Context: an optimization exercise on an open-source flow, tuned for small area, a short achievable clock period and few clock cycles per item. The choices shown serve that exercise and are no tape-out recipe. Only simulation tests tie the RTL to the original design; equivalence was not proved. No activity file was given, so power comes from the tool's default toggle rates.

## run 1
## bcmseq
module bcmseq #(
    parameter [15:0] BASE_LOOP_TICKS = 16'd8,
    parameter [15:0] CALL_OVERHEAD   = 16'd2,
    parameter [15:0] FIRST_INTERVAL  = 16'd100
) (
    input  wire        clk,
    input  wire        rst,
    input  wire        cmd_valid,
    input  wire [51:0] cmd,
    output reg         cmd_ready,
    output reg         rsp_valid,
    output wire [7:0]  rsp,
    input  wire [1:0]  rot,
    output reg         hm_en,
    output reg         hm_we,
    output reg  [10:0] hm_addr,
    output wire [7:0]  hm_wdata,
    input  wire [7:0]  hm_rdata,
    output reg         sm_en,
    output reg  [10:0] sm_addr,
    input  wire [7:0]  sm_rdata,
    output reg         tmr_load,
    output wire [15:0] tmr_period,
    output reg         tmr_stop,
    input  wire        tmr_expire,
    output reg         p_blank,
    output reg         p_lat,
    output reg         p_clk,
    output reg  [3:0]  p_addr,
    output reg  [5:0]  p_data
);
Size: roughly 680 cells after synthesis, about 110 flip-flops, roughly 150 I/O pins, about 5400 µm² of cells after synthesis.
export LEC_CHECK = 0
export ABC_AREA = 1
export CAP_MARGIN = 20
export CORE_MARGIN = 2
export CORE_UTILIZATION = 40
export CTS_BUF_LIST = sky130_fd_sc_hd__clkbuf_8
export CTS_CLUSTER_SIZE = 20
export SETUP_SLACK_MARGIN = 3.8
export SLEW_MARGIN = 20
export BUFFER_PORTS_ARGS = -buffer_cell sky130_fd_sc_hd__buf_1
export CTS_ARGS = -sink_clustering_enable -repair_clock_nets -sink_clustering_size 20 -buf_list sky130_fd_sc_hd__clkbuf_8 -dont_use_dummy_load
create_clock -name core_clock -period 6.0 [get_ports {clk}]
standard.sh (not shown) runs the stock make flow with config.mk's settings and CLKGATE_MAP_FILE= SYNTH_SCRIPT=/design/flow/synth_recipe.tcl, a recipe that flattens the netlist after the stock synthesis.
==> flow/flow/run.sh <==
#!/bin/bash
# Standard layout, with two changes:
#  - the port buffers that buffer_ports inserts are sky130_fd_sc_hd__buf_1
#    (the resizer may still size them up) instead of the delay cell it picks
#    by default; every port still gets its own buffer;
#  - clock tree synthesis inserts no dummy load cells.
set -euo pipefail
echo 'export BUFFER_PORTS_ARGS = -buffer_cell sky130_fd_sc_hd__buf_1' >> config.mk
echo 'export CTS_ARGS = -sink_clustering_enable -repair_clock_nets -sink_clustering_size 20 -buf_list sky130_fd_sc_hd__clkbuf_8 -dont_use_dummy_load' >> config.mk
bash standard.sh > standard_flow.log 2>&1
Testbench counts of run 1, summed over its fixed seeds: cycles 49,192, ticks 768.
#### Input delta (run 2 over run 1)
Settings: setting ABC_CLOCK_PERIOD_IN_PS to 2100 for the first time; removing CTS_ARGS (formerly -sink_clustering_enable -repair_clock_nets -sink_clustering_size 20 -buf_list sky130_fd_sc_hd__clkbuf_8 -dont_use_dummy_load).
==> flow/flow/run.sh <==
#!/bin/bash
# Standard layout, with the port buffers that buffer_ports inserts made
# sky130_fd_sc_hd__buf_1 (the resizer may still size them up) instead of the
# delay cell it picks by default. Every port still gets its own buffer.
set -euo pipefail
echo 'export BUFFER_PORTS_ARGS = -buffer_cell sky130_fd_sc_hd__buf_1' >> config.mk
bash standard.sh > standard_flow.log 2>&1
### Flow results
- ~same global-route usage over all layers in run 2 and run 1
- Against run 1 as the reference, run 2 delivers a higher worst hold slack.
- Row core utilization: run 2 higher / run 1 lower
- Between run 2 and run 1, the routed wire length does not differ in any meaningful way.


Starting RTL as in the previous note.
Design bcmseq, start of the top module:
module bcmseq #(
    parameter [15:0] BASE_LOOP_TICKS = 16'd8,
    parameter [15:0] CALL_OVERHEAD   = 16'd2,
    parameter [15:0] FIRST_INTERVAL  = 16'd100
) (
    input  wire        clk,
    input  wire        rst,
    input  wire        cmd_valid,
    input  wire [51:0] cmd,
    output reg         cmd_ready,
    output reg         rsp_valid,
    output wire [7:0]  rsp,
    input  wire [1:0]  rot,
    output reg         hm_en,
    output reg         hm_we,
    output reg  [10:0] hm_addr,
    output wire [7:0]  hm_wdata,
    input  wire [7:0]  hm_rdata,
    output reg         sm_en,
    output reg  [10:0] sm_addr,
    input  wire [7:0]  sm_rdata,
    output reg         tmr_load,
    output wire [15:0] tmr_period,
    output reg         tmr_stop,
    input  wire        tmr_expire,
    output reg         p_blank,
    output reg         p_lat,
    output reg         p_clk,
    output reg  [3:0]  p_addr,
    output reg  [5:0]  p_data
);
    localparam [3:0] OP_BEGIN    = 4'h1,
                     OP_STOP     = 4'h2,
                     OP_SETPIXEL = 4'h3,
                     OP_SWAPREQ  = 4'h4,
                     OP_RDSTAT   = 4'h5,
                     OP_COPYFWD  = 4'h6,
                     OP_BUFRD    = 4'h7,
                     OP_BUFWR    = 4'h8;
    localparam [15:0] BC2  = BASE_LOOP_TICKS + {CALL_OVERHEAD[14:0], 1'b0};
    localparam [15:0] DUR0 = BC2 - CALL_OVERHEAD;
    localparam [15:0] DUR1 = {BC2[14:0], 1'b0} - CALL_OVERHEAD;
    localparam [15:0] DUR2 = {BC2[13:0], 2'b0} - CALL_OVERHEAD;
    localparam [15:0] DUR3 = {BC2[12:0], 3'b0} - CALL_OVERHEAD;
  ...
==> flow/config.mk <==
export PLATFORM = sky130hd
export DESIGN_NAME = bcmseq
export DESIGN_NICKNAME = bcmseq
export VERILOG_FILES = /design/flow/design.v
export SDC_FILE = /design/flow/constraint.sdc
export NUM_CORES = 4
export LEC_CHECK = 0
export ABC_AREA = 1
export CAP_MARGIN = 20
export CORE_MARGIN = 2
export CORE_UTILIZATION = 40
export CTS_BUF_LIST = sky130_fd_sc_hd__clkbuf_8 sky130_fd_sc_hd__clkbuf_16
export CTS_CLUSTER_SIZE = 20
export SETUP_SLACK_MARGIN = 3.8
export SLEW_MARGIN = 20
export BUFFER_PORTS_ARGS = -buffer_cell sky130_fd_sc_hd__buf_1
==> flow/constraint.sdc <==
create_clock -name core_clock -period 6.0 [get_ports {clk}]
set_input_delay 1.2000 -clock core_clock [delete_from_list [all_inputs] [get_ports {clk}]]
set_output_delay 1.2000 -clock core_clock [all_outputs]
set_load 0.01 [all_outputs]
==> flow/flow/run.sh <==
#!/bin/bash
# Standard layout, with the port buffers that buffer_ports inserts made
# sky130_fd_sc_hd__buf_1 (the resizer may still size them up) instead of the
# delay cell it picks by default. Every port still gets its own buffer.
set -euo pipefail
echo 'export BUFFER_PORTS_ARGS = -buffer_cell sky130_fd_sc_hd__buf_1' >> config.mk
bash standard.sh > standard_flow.log 2>&1
The baseline completed without violations.
Testbench counts at the start, summed over its fixed seeds: cycles 49,192, ticks 768.
Next try:
- CORE_UTILIZATION: 40 -> 50
- CTS_BUF_LIST: sky130_fd_sc_hd__clkbuf_8 sky130_fd_sc_hd__clkbuf_16 -> sky130_fd_sc_hd__clkbuf_8
Effect:
- The changed run finished clean
- wire length fell by 5.3%
- total power fell by 8.1%
- count of clock-buffer cells in the layout fell by 1
- first-iteration DRC count fell by about 15%
- hold slack degrades by 15 ps
- synthesized cell count is unchanged
- global-route usage rose by 3.9 points
- synthesized area is unchanged
- setup slack degrades by 15 ps
Next try:
- CAP_MARGIN: 20 -> 10
- CORE_UTILIZATION: 50 -> 40
- SLEW_MARGIN: 20 -> 10
What happened: Die area rises by 24%. Total power falls by 0.96%. Hold slack improved by 18 ps. Routed wire length rises by 5.0%. Synthesized cell count stays the same. Final area rises by 0.45%.
Next try:
- CAP_MARGIN: 10 -> 20
- PLACE_DENSITY: default -> 0.7
- SLEW_MARGIN: 10 -> 20
=> The new run completed without violations. Power stays flat. First-iteration DRC count goes up by 15%. Sequential share of layout area goes down by 0.14 points. Global-route usage goes down by 1.3 points. Clock-buffer cell count goes down by 1. Non-clock buffer count goes up by 3. Worst hold slack degrades by 16 ps. Area after synthesis does not change.

==> what the ideal ports hide <==
How much do the figures lean on ideal ports? The routed layouts below were timed once more, with nothing changed but the port constraints. Step 1 sets driving cells, clkbuf_16 on the clock port and buf_2 on the other inputs (assumed; they add their load-dependent delay and slew). Step 2 adds t to the input delays and takes it off the output delays; t is the mean of the earliest and latest rising clock arrival at the registers after step 1. Input paths then give back, and output paths get back, about the clock's delay inside the block. Slacks: ideal ports / drivers / drivers and shift; pairs: ideal ports / drivers.
run | shift t [ns] | setup slack, ns | worst hold slack (ns) | worst slew at a driven data input, ns
run 1 | 0.405 | 3.821 / 3.786 / 3.475 | 0.463 / 0.463 / 0.463 | 0.06
run 2 | 0.414 | 3.851 / 3.817 / 3.495 | 0.466 / 0.466 / 0.466 | 0.05
the first run of note 2 | 0.387 | 3.851 / 3.812 / 3.507 | 0.463 / 0.463 / 0.463 | 0.06
the second run of note 2 | 0.417 | 3.835 / 3.801 / 3.485 | 0.448 / 0.448 / 0.448 | 0.04
the third run of note 2 | 0.414 | 3.851 / 3.817 / 3.495 | 0.466 / 0.466 / 0.466 | 0.05
the fourth run of note 2 | 0.411 | 3.860 / 3.829 / 3.540 | 0.450 / 0.450 / 0.450 | 0.05
After both steps every run listed still meets setup and hold.
